Source: an optimization exercise on an open RTL-to-GDS flow (aim: small area, a short achievable clock period and few clock cycles per item). Production flows keep margins and buffers that such runs may drop. The RTL was checked by simulation tests, not by an equivalence proof against the original design. No activity file was given, so power comes from the tool's default toggle rates.

== job 2571 ==
==> flow/design.v <==
module emrka_top (
    input  wire        clk,
    input  wire        rst_n,
    input  wire        sel,
    input  wire        wr,
    input  wire [4:0]  addr,
    input  wire [1:0]  size,
    input  wire [31:0] wdata,
    output reg  [31:0] rdata,
    output reg         err
);
    localparam [2:0] R_KEY_LO  = 3'd0,
                     R_KEY_HI  = 3'd1,
                     R_DIN_LO  = 3'd2,
                     R_DIN_HI  = 3'd3,
                     R_DOUT_LO = 3'd4,
                     R_DOUT_HI = 3'd5,
                     R_CTRL    = 3'd6,
                     R_STATUS  = 3'd7;
    reg [63:0] key_q;
    reg [63:0] din_q;
    reg [63:0] dout_q;    
    reg        dv_q;      
    reg        busy_q;
    reg        done_q;
    reg        err_cmd_q;
    reg        err_busy_q;
    reg [31:0] h_q;
    reg [31:0] l_q;       
    reg [4:0]  p_q;       
    reg        f_q;       
    reg        mode_q;    
    wire       admit  = (size == 2'b10) && (addr[1:0] == 2'b00);
    wire [2:0] reg_ix = addr[4:2];
    wire       do_wr  = sel && admit &&  wr;
    wire wr_droppable = (reg_ix != R_DOUT_LO) && (reg_ix != R_DOUT_HI) &&
                        (reg_ix != R_STATUS);
    wire busy_drop = do_wr && busy_q && wr_droppable;
    wire wr_ok     = do_wr && !busy_q;
    wire cmd_hi0   = (wdata[31:2] == 30'd0);
    wire cmd_write = wr_ok && (reg_ix == R_CTRL);
    wire start     = cmd_write && cmd_hi0 && (wdata[1] ^ wdata[0]);
    wire cmd_bad   = cmd_write && !(cmd_hi0 && !(wdata[1] && wdata[0]));
    wire st_write  = do_wr && (reg_ix == R_STATUS);
    wire       rd_ok  = sel && !wr && admit;
    wire       s_dl   = (reg_ix == R_DIN_LO);
    wire       s_dh   = (reg_ix == R_DIN_HI);
    wire       s_ol   = (reg_ix == R_DOUT_LO) && dv_q;
    wire       s_oh   = (reg_ix == R_DOUT_HI) && dv_q;
    wire       s_st   = (reg_ix == R_STATUS);
    wire [31:0] rsel  = ({32{s_dl}} & din_q[31:0])
                      | ({32{s_dh}} & din_q[63:32])
                      | ({32{s_ol}} & dout_q[31:0])
                      | ({32{s_oh}} & dout_q[63:32])
                      | ({32{s_st}} & {28'd0, err_busy_q, err_cmd_q, done_q, busy_q});
    always @(*) begin
        rdata = {32{rd_ok}} & rsel;
        err   = sel && !admit;
    end
    wire [4:0]  p   = p_q;
    wire [2:0]  ri  = f_q ? 3'd0 : p_q[2:0] + 3'd1;   
    wire [31:0] la  = l_q + {27'd0, p};           
    wire [31:0] pz  = {27'd0, p};
    wire [31:0] cs  = h_q ^ l_q ^ pz;
    wire [31:0] cc  = (h_q & l_q) | (h_q & pz) | (l_q & pz);
    wire [31:0] hn;
    add2_sk u_add (.a(cs), .b({cc[30:0], 1'b0}), .s(hn));
    reg  [31:0] lr;                               
    always @(*) begin
        case (ri)
            3'd0: lr = {la[30:0], la[31]};        
            3'd1: lr = {la[2:0],  la[31:3]};      
            3'd2: lr = {la[27:0], la[31:28]};     
            3'd3: lr = {la[23:0], la[31:24]};     
            3'd4: lr = {la[14:0], la[31:15]};     
            3'd5: lr = {la[19:0], la[31:20]};     
            3'd6: lr = {la[28:0], la[31:29]};     
            default: lr = {la[17:0], la[31:18]};  
        endcase
    end
    wire [31:0] xn  = lr ^ hn;                    
    wire        k_use   = busy_q ? mode_q : wdata[1];
    wire [63:0] k_eff   = k_use ? key_q : 64'd0;
    wire [63:0] t_start = din_q ^ k_eff;
    wire        fin     = !f_q && (p_q == 5'd31);
    wire [31:0] wd_r  = wdata & {32{rst_n}};
    wire        we_kl = !rst_n || (wr_ok && reg_ix == R_KEY_LO);
    wire        we_kh = !rst_n || (wr_ok && reg_ix == R_KEY_HI);
    wire        we_dl = !rst_n || (wr_ok && reg_ix == R_DIN_LO);
    wire        we_dh = !rst_n || (wr_ok && reg_ix == R_DIN_HI);
    wire [63:0] res   = {h_q, la} ^ k_eff;
    always @(posedge clk) begin
        if (we_kl) key_q[31:0]  <= wd_r;
        if (we_kh) key_q[63:32] <= wd_r;
        if (we_dl) din_q[31:0]  <= wd_r;
        if (we_dh) din_q[63:32] <= wd_r;
        if (busy_q && fin) dout_q <= res;
    end
    always @(posedge clk) begin
        if (!rst_n) begin
            busy_q     <= 1'b0;
            done_q     <= 1'b0;
            dv_q       <= 1'b0;
            err_cmd_q  <= 1'b0;
            err_busy_q <= 1'b0;
        end else begin
            if (busy_drop)
                err_busy_q <= 1'b1;
            if (cmd_bad)
                err_cmd_q <= 1'b1;
            if (st_write) begin
                if (wdata[1]) done_q     <= 1'b0;
                if (wdata[2]) err_cmd_q  <= 1'b0;
                if (wdata[3]) err_busy_q <= 1'b0;
            end
            if (start) begin
                busy_q <= 1'b1;
                done_q <= 1'b0;
            end
            if (busy_q && fin) begin
                dv_q   <= 1'b1;
                busy_q <= 1'b0;
                done_q <= 1'b1;
            end
        end
    end
    always @(posedge clk) begin
        if (!busy_q) begin
            h_q     <= t_start[63:32];
            l_q     <= t_start[31:0];
            f_q     <= 1'b1;
            p_q     <= 5'd0;
            mode_q  <= wdata[1];
        end else begin
            h_q     <= hn;
            l_q     <= xn;
            f_q     <= 1'b0;
            p_q     <= f_q ? 5'd0 : p_q + 5'd1;
        end
    end
endmodule
module add2_sk (input wire [31:0] a, input wire [31:0] b, output wire [31:0] s);
    reg  [31:0] g [0:5];
    reg  [31:0] t [0:5];
    integer k, i;
    always @(*) begin
        g[0] = a & b;
        t[0] = a ^ b;
        for (k = 0; k < 5; k = k + 1)
            for (i = 0; i < 32; i = i + 1)
                if (((i >> k) & 1) == 1) begin
                    g[k+1][i] = g[k][i] | (t[k][i] & g[k][((i >> k) << k) - 1]);
                    t[k+1][i] = t[k][i] & t[k][((i >> k) << k) - 1];
                end else begin
                    g[k+1][i] = g[k][i];
                    t[k+1][i] = t[k][i];
                end
    end
    assign s = a ^ b ^ {g[5][30:0], 1'b0};
endmodule
export LEC_CHECK = 0
export ABC_CLOCK_PERIOD_IN_PS = 3000
export CAP_MARGIN = 20
export CORE_MARGIN = 2
export CORE_UTILIZATION = 50
export PLACE_DENSITY = 0.65
export SETUP_SLACK_MARGIN = 2.0
export SLEW_MARGIN = 20
export TNS_END_PERCENT = 10
create_clock -name core_clock -period 5.5 [get_ports {clk}]
run.sh (not shown) runs the stock make flow with config.mk's settings and CLKGATE_MAP_FILE= SYNTH_SCRIPT=/design/flow/synth_recipe.tcl, a recipe that flattens the netlist after the stock synthesis.
Job 2571 reached the end of the flow, and the finished layout is clean on the timing, design-rule and antenna checks.
Testbench counts of job 2571, summed over its fixed seeds: cycles 15,218, items 384.
The inputs of job 6204 differ from those of job 2571 as listed below.
--- a/flow/config.mk
+++ b/flow/config.mk
@@ -14,2 +14,2 @@
 export SLEW_MARGIN = 20
-export TNS_END_PERCENT = 10
+export TNS_END_PERCENT = 2
--- outcome ---
Final area (job 6204 over job 2571): decrease, about 0.75%
Between job 6204 and job 2571, relative contribution of combinational cells to total power is higher for job 2571, job 6204 comes in under that.
Going from job 2571 to job 6204, the sequential share of layout area was found to have gone up by 0.29 points.
> inputs changed (job 6204 -> job 5243)
--- a/flow/config.mk
+++ b/flow/config.mk
@@ -10,6 +10,6 @@
 export CORE_MARGIN = 2
-export CORE_UTILIZATION = 50
-export PLACE_DENSITY = 0.65
+export CORE_UTILIZATION = 40
+export PLACE_DENSITY = 0.6
 export SETUP_SLACK_MARGIN = 2.0
 export SLEW_MARGIN = 20
-export TNS_END_PERCENT = 2
+export TNS_END_PERCENT = 10
## What came out
- Run comparison: job 6204 launch point of the critical path addr[4]; job 5243 launch point of the critical path addr[2]
- Between job 6204 and job 5243, global-route wire length before repair is lower for job 6204, job 5243 comes in above that.
- Compared with job 6204, job 5243 shows standby leakage power higher by about 1.8%.
- Every stage of the flow completed for job 5243, and the final layout passed the timing, design-rule and antenna checks.
- Diff job 6204 and job 5243: wire length higher in job 5243

-- afterwards: timing with drivers on the ports --
Ports are ideal in the flow. The routed layouts listed here were re-timed in OpenROAD.
Step 1, drivers: a clkbuf_16 drives clk and a buf_2 each remaining input, both assumed.
Step 2 moves the port delays by t, midway between the first and last clock arrival at a register: inputs arrive t later, outputs are due t later. That takes back most of the time a late clock gives input paths.
Three values: ideal ports, drivers, drivers and shift; two values: the first two.
run	t, ns	setup slack, ns	worst hold slack (ns)	latest minus earliest clock arrival (ns)
job 2571	0.596	1.857 / 1.826 / 1.677	0.520 / 0.520 / 0.520	0.027 / 0.026
job 6204	0.599	1.848 / 1.822 / 1.581	0.513 / 0.513 / 0.513	0.029 / 0.029
job 5243	0.616	1.931 / 1.897 / 1.870	0.497 / 0.497 / 0.497	0.016 / 0.016
After both steps every run listed still meets setup and hold. The setup slack of job 6204, which loses most, moves by -0.026 ns with the drivers and by -0.267 ns with both steps.
